This is an optimization exercise on Yosys and OpenROAD, whose aim is small area, a short achievable clock period and few clock cycles, not a production implementation.
RTL that was checked went through simulation tests only; none was proved equivalent to the original.

==> v17 <==
Design bmp_reduce, start of the top module:
module bmp_reduce #(
    parameter MAXW = 128
) (
    input  wire       clk,
    input  wire       rst,
    input  wire       start,
    input  wire [7:0] cfg_width,      
    input  wire       cfg_bpp4,       
    input  wire [1:0] cfg_dither,     
    input  wire [6:0] cfg_bright,     
    input  wire [6:0] cfg_contrast,   
    input  wire       cfg_order,      
    input  wire       cfg_invert,     
    input  wire       in_valid,
    output wire       in_ready,
    input  wire [7:0] in_b,
    input  wire [7:0] in_g,
    input  wire [7:0] in_r,
    output reg        out_valid,
    input  wire       out_ready,
    output wire [7:0] out_data
);
clock: 46.0 ns
lec_check: 0
cap_margin: 20
core_margin: 2
core_utilization: 60
cts_cluster_diameter: 80
cts_cluster_size: 30
slew_margin: 20
standard.sh (not shown) runs the stock make flow with config.mk's settings and CLKGATE_MAP_FILE= SYNTH_SCRIPT=/design/flow/synth_recipe.tcl, a recipe that flattens the netlist after the stock synthesis.
==> flow/flow/run.sh <==
#!/bin/bash
# Standard layout, but the port buffers are buf_2 cells instead of the
# buffer_ports default (clkdlybuf4s50_1), which is slower and larger.
set -euo pipefail
export BUFFER_PORTS_ARGS="-buffer_cell sky130_fd_sc_hd__buf_2"
bash standard.sh > flow_standard.log 2>&1
==> inputs of v15, as changes to v17 <==
--- a/flow/design.v
+++ b/flow/design.v
@@ -36,64 +36,76 @@
             contrast <= cfg_contrast;
             order    <= cfg_order;
             invert   <= cfg_invert;
         end
     end
     wire [7:0] wm1    = width - 8'd1;
     wire       fsmode = !bpp4 && dither[0];
     reg        in_ready_r;
+    reg        va;           
+    reg        da;           
+    reg        pr;           
     reg  [7:0] xi;           
     reg  [6:0] g;            
-    reg  [1:0] z;            
+    reg  [1:0] zl;           
     assign in_ready = in_ready_r;
     wire accept = in_valid && in_ready_r;
     wire pop    = out_valid && out_ready;
-    wire       last_in = (xi == wm1);
-    wire       done_in = bpp4 ? (xi[0] || last_in) : (&xi[2:0] || last_in);
-    wire [7:0] xi_inc  = xi + 8'd1;
-    wire       done_nx = last_in ? (wm1 == 8'd0)
-                       : bpp4 ? (xi_inc[0] || xi_inc == wm1)
-                              : (&xi_inc[2:0] || xi_inc == wm1);
-    wire [2:0] s0 = {1'b0, z} + {2'b0, done_in};
-    wire [2:0] s1 = s0 + {2'b0, done_nx};
-    wire ok_a0 = pop ? (s0 <= 3'd4) : (s0 <= 3'd3);
-    wire ok_a1 = pop ? (s1 <= 3'd4) : (s1 <= 3'd3);
-    wire space_ok = accept ? ok_a1 : ok_a0;
-    wire g_wrap   = ({1'b0, g} >= wm1);
+    wire [7:0] xi_nx  = (xi == wm1) ? 8'd0 : xi + 8'd1;
+    wire [7:0] xc     = va ? xi_nx : xi;                  
+    wire [7:0] xc_nx  = (xc == wm1) ? 8'd0 : xc + 8'd1;
+    wire       dn0    = (xc == wm1) || (bpp4 ? xc[0] : &xc[2:0]);
+    wire       dn1    = (xc_nx == wm1) || (bpp4 ? xc_nx[0] : &xc_nx[2:0]);
+    wire [2:0] zc     = {1'b0, zl} + {2'b0, da} - {2'b0, pr};    
+    wire [2:0] c0  = zc + {2'b0, dn0};
+    wire [2:0] c1  = c0 + {2'b0, dn1};
+    wire ok00 = (c0 <= 3'd3);
+    wire ok01 = (c0 <= 3'd4);
+    wire ok10 = (c1 <= 3'd3);
+    wire ok11 = (c1 <= 3'd4);
+    wire [6:0] gn = va ? 7'd1 : ({1'b0, g} >= wm1) ? 7'd1 : g + 7'd1;
+    wire g_wrap   = ({1'b0, gn} >= wm1);
     wire w_small  = (wm1[7:1] == 7'd0);
-    wire phase_ok = !fsmode || (w_small ? !accept : (accept || g_wrap));
+    wire ph0 = !fsmode || (!w_small && g_wrap) || w_small;    
+    wire ph1 = !fsmode || !w_small;                           
+    wire rdy_a0 = ph0 && (out_ready && out_valid ? ok01 : ok00);
+    wire rdy_a1 = ph1 && (out_ready && out_valid ? ok11 : ok10);
     always @(posedge clk) begin
         if (rst) begin
             in_ready_r <= 1'b0;
-            z          <= 2'd0;
+            va         <= 1'b0;
+            da         <= 1'b0;
+            pr         <= 1'b0;
+            zl         <= 2'd0;
         end else begin
-            in_ready_r <= start || (phase_ok && space_ok);
-            z          <= z + {1'b0, accept && done_in} - {1'b0, pop};
+            in_ready_r <= start || (accept ? rdy_a1 : rdy_a0);
+            va         <= accept;
+            da         <= accept && dn0;
+            pr         <= pop;
+            zl         <= zc[1:0];
         end
     end
     always @(posedge clk) begin
         if (start) begin
             xi <= 8'd0;
             g  <= 7'h7f;
         end else begin
-            if (accept)
-                xi <= last_in ? 8'd0 : xi_inc;
-            g <= (accept || g_wrap) ? 7'd1 : g + 7'd1;
+            if (va)
+                xi <= xi_nx;
+            g <= gn;
         end
     end
-    reg va, vb, ve, v2;
+    reg vb, ve, v2;
     always @(posedge clk) begin
         if (rst) begin
-            va <= 1'b0;
             vb <= 1'b0;
             ve <= 1'b0;
             v2 <= 1'b0;
         end else begin
-            va <= accept;
             vb <= va;
             ve <= vb && !bpp4;
             v2 <= ve;
         end
     end
     reg [7:0] ra, ga, ba;
     always @(posedge clk) begin
         ra <= in_r;
@@ -825,39 +837,51 @@
         end
     end
     always @(posedge clk) begin
         if (proc)
             acc <= packed_byte;
     end
     wire       push = proc && byte_done;
     wire [7:0] pd   = packed_byte ^ {8{invert}};
-    reg  [1:0] n;
-    reg  [7:0] q0, q1, q2;
+    reg  [7:0] q0, s0, s1;
+    reg        k1, k2;
+    reg        rp, wp;
     assign out_data = q0;
+    wire       take    = out_ready || !out_valid;      
+    wire [7:0] s_rd    = rp ? s1 : s0;
     always @(posedge clk) begin
-        if (pop ? (n >= 2'd2) : 1'b0)
-            q0 <= q1;
-        else if (pop || n == 2'd0)
-            q0 <= pd;
-        if (pop ? (n == 2'd3) : 1'b0)
-            q1 <= q2;
-        else if (pop ? (n == 2'd2) : (n == 2'd1))
-            q1 <= pd;
-        if (pop ? (n == 2'd3) : (n == 2'd2))
-            q2 <= pd;
+        if (take)
+            q0 <= k1 ? s_rd : pd;
+        if (push && !wp)
+            s0 <= pd;
+        if (push && wp)
+            s1 <= pd;
     end
-    wire [1:0] n_next = n + {1'b0, push} - {1'b0, pop};
+    wire k_in_t  = push && k1;         
+    wire k_in_h  = push;               
     always @(posedge clk) begin
         if (rst) begin
-            n         <= 2'd0;
             out_valid <= 1'b0;
+            k1        <= 1'b0;
+            k2        <= 1'b0;
+            rp        <= 1'b0;
+            wp        <= 1'b0;
         end else begin
-            n         <= n_next;
-            out_valid <= (n_next != 2'd0);
+            if (take) begin
+                out_valid <= k1 || push;
+                k1 <= k2 || k_in_t;
+                k2 <= k2 && k_in_t;
+                rp <= rp ^ k1;
+                wp <= wp ^ k_in_t;
+            end else begin
+                k1 <= k1 || k_in_h;
+                k2 <= k2 || (k1 && k_in_h);
+                wp <= wp ^ k_in_h;
+            end
         end
     end
 endmodule
 module bmp_reduce_enc (input wire [6:0] m, output reg [5:0] c);
     always @(*) begin
         case (m)
             7'd0: c = 6'd0;
             7'd1: c = 6'd0;
@@ -1181,12 +1205,11 @@
     end
 endmodule
 module bmp_reduce_cadd (
     input  wire [7:0] v,
     input  wire       neg,
     input  wire [5:0] mag,
     output wire [7:0] r
 );
-    wire [8:0] dif = {1'b0, v} - {3'b0, mag};
-    wire [8:0] sum = {1'b0, v} + {3'b0, mag};
-    assign r = neg ? (dif[8] ? 8'd0 : dif[7:0]) : (sum[8] ? 8'd255 : sum[7:0]);
+    wire [8:0] s = {1'b0, v} + ({3'b0, mag} ^ {9{neg}}) + {8'd0, neg};
+    assign r = s[8] ? {8{!neg}} : s[7:0];
 endmodule
==> impl_metrics.ini <==
[logic_synthesis]
synth_top_area_share = 0.483
synth_cell_types = 122

[layout]
flops_and_latches = 1070

[floorplanning]
die_x_um = 266

[status]
status = timing/DRC/antenna clean
-- figures above: v15

==> impl_metrics.ini <==
[status]
status = timing/DRC/antenna clean

[layout]
final_cells = 4553
area_delta_synth_final_pct = 6.44
flops_and_latches = 1066

[floorplanning]
die_x_um = 266

[logic_synthesis]
synth_top_area_share = 0.481
synth_cell_types = 104

[critical_path]
crit_type = input port to flip-flop

[grt]
use_met1 = 0.329
-- figures above: v17

Testbench counts of v15, summed over its fixed seeds: cycles 30,096.
No functional check of the RTL was part of v17.

[separate check: timing with driven ports]
The flow's constraints put no driver on any port. The routed layouts listed below were extracted and timed again, unchanged, in two steps. Step 1, drivers: a clkbuf_16 drives clk and a buf_2 each remaining input, both assumed. Step 2 also shifts input and output timing later by t, the mid clock arrival at the registers, as if the neighbouring blocks saw the same clock. Slacks: ideal ports / drivers / drivers and shift; pairs: ideal ports / drivers.
run | shift t [ns] | setup WS [ns] | worst setup path after step 2 | clock arrival spread, ns | slew at the worst register clock pin (ns)
v17 | 0.692 | 35.496 / 35.528 / 34.847 | input to register | 0.049 / 0.049 | 0.11 / 0.11
v15 | 0.691 | 35.639 / 35.577 / 35.307 | input to register | 0.068 / 0.068 | 0.11 / 0.11
After both steps every run listed still meets setup and hold. For v17, which loses most, drivers alone change the setup slack by +0.032 ns; drivers and shift together by -0.649 ns.
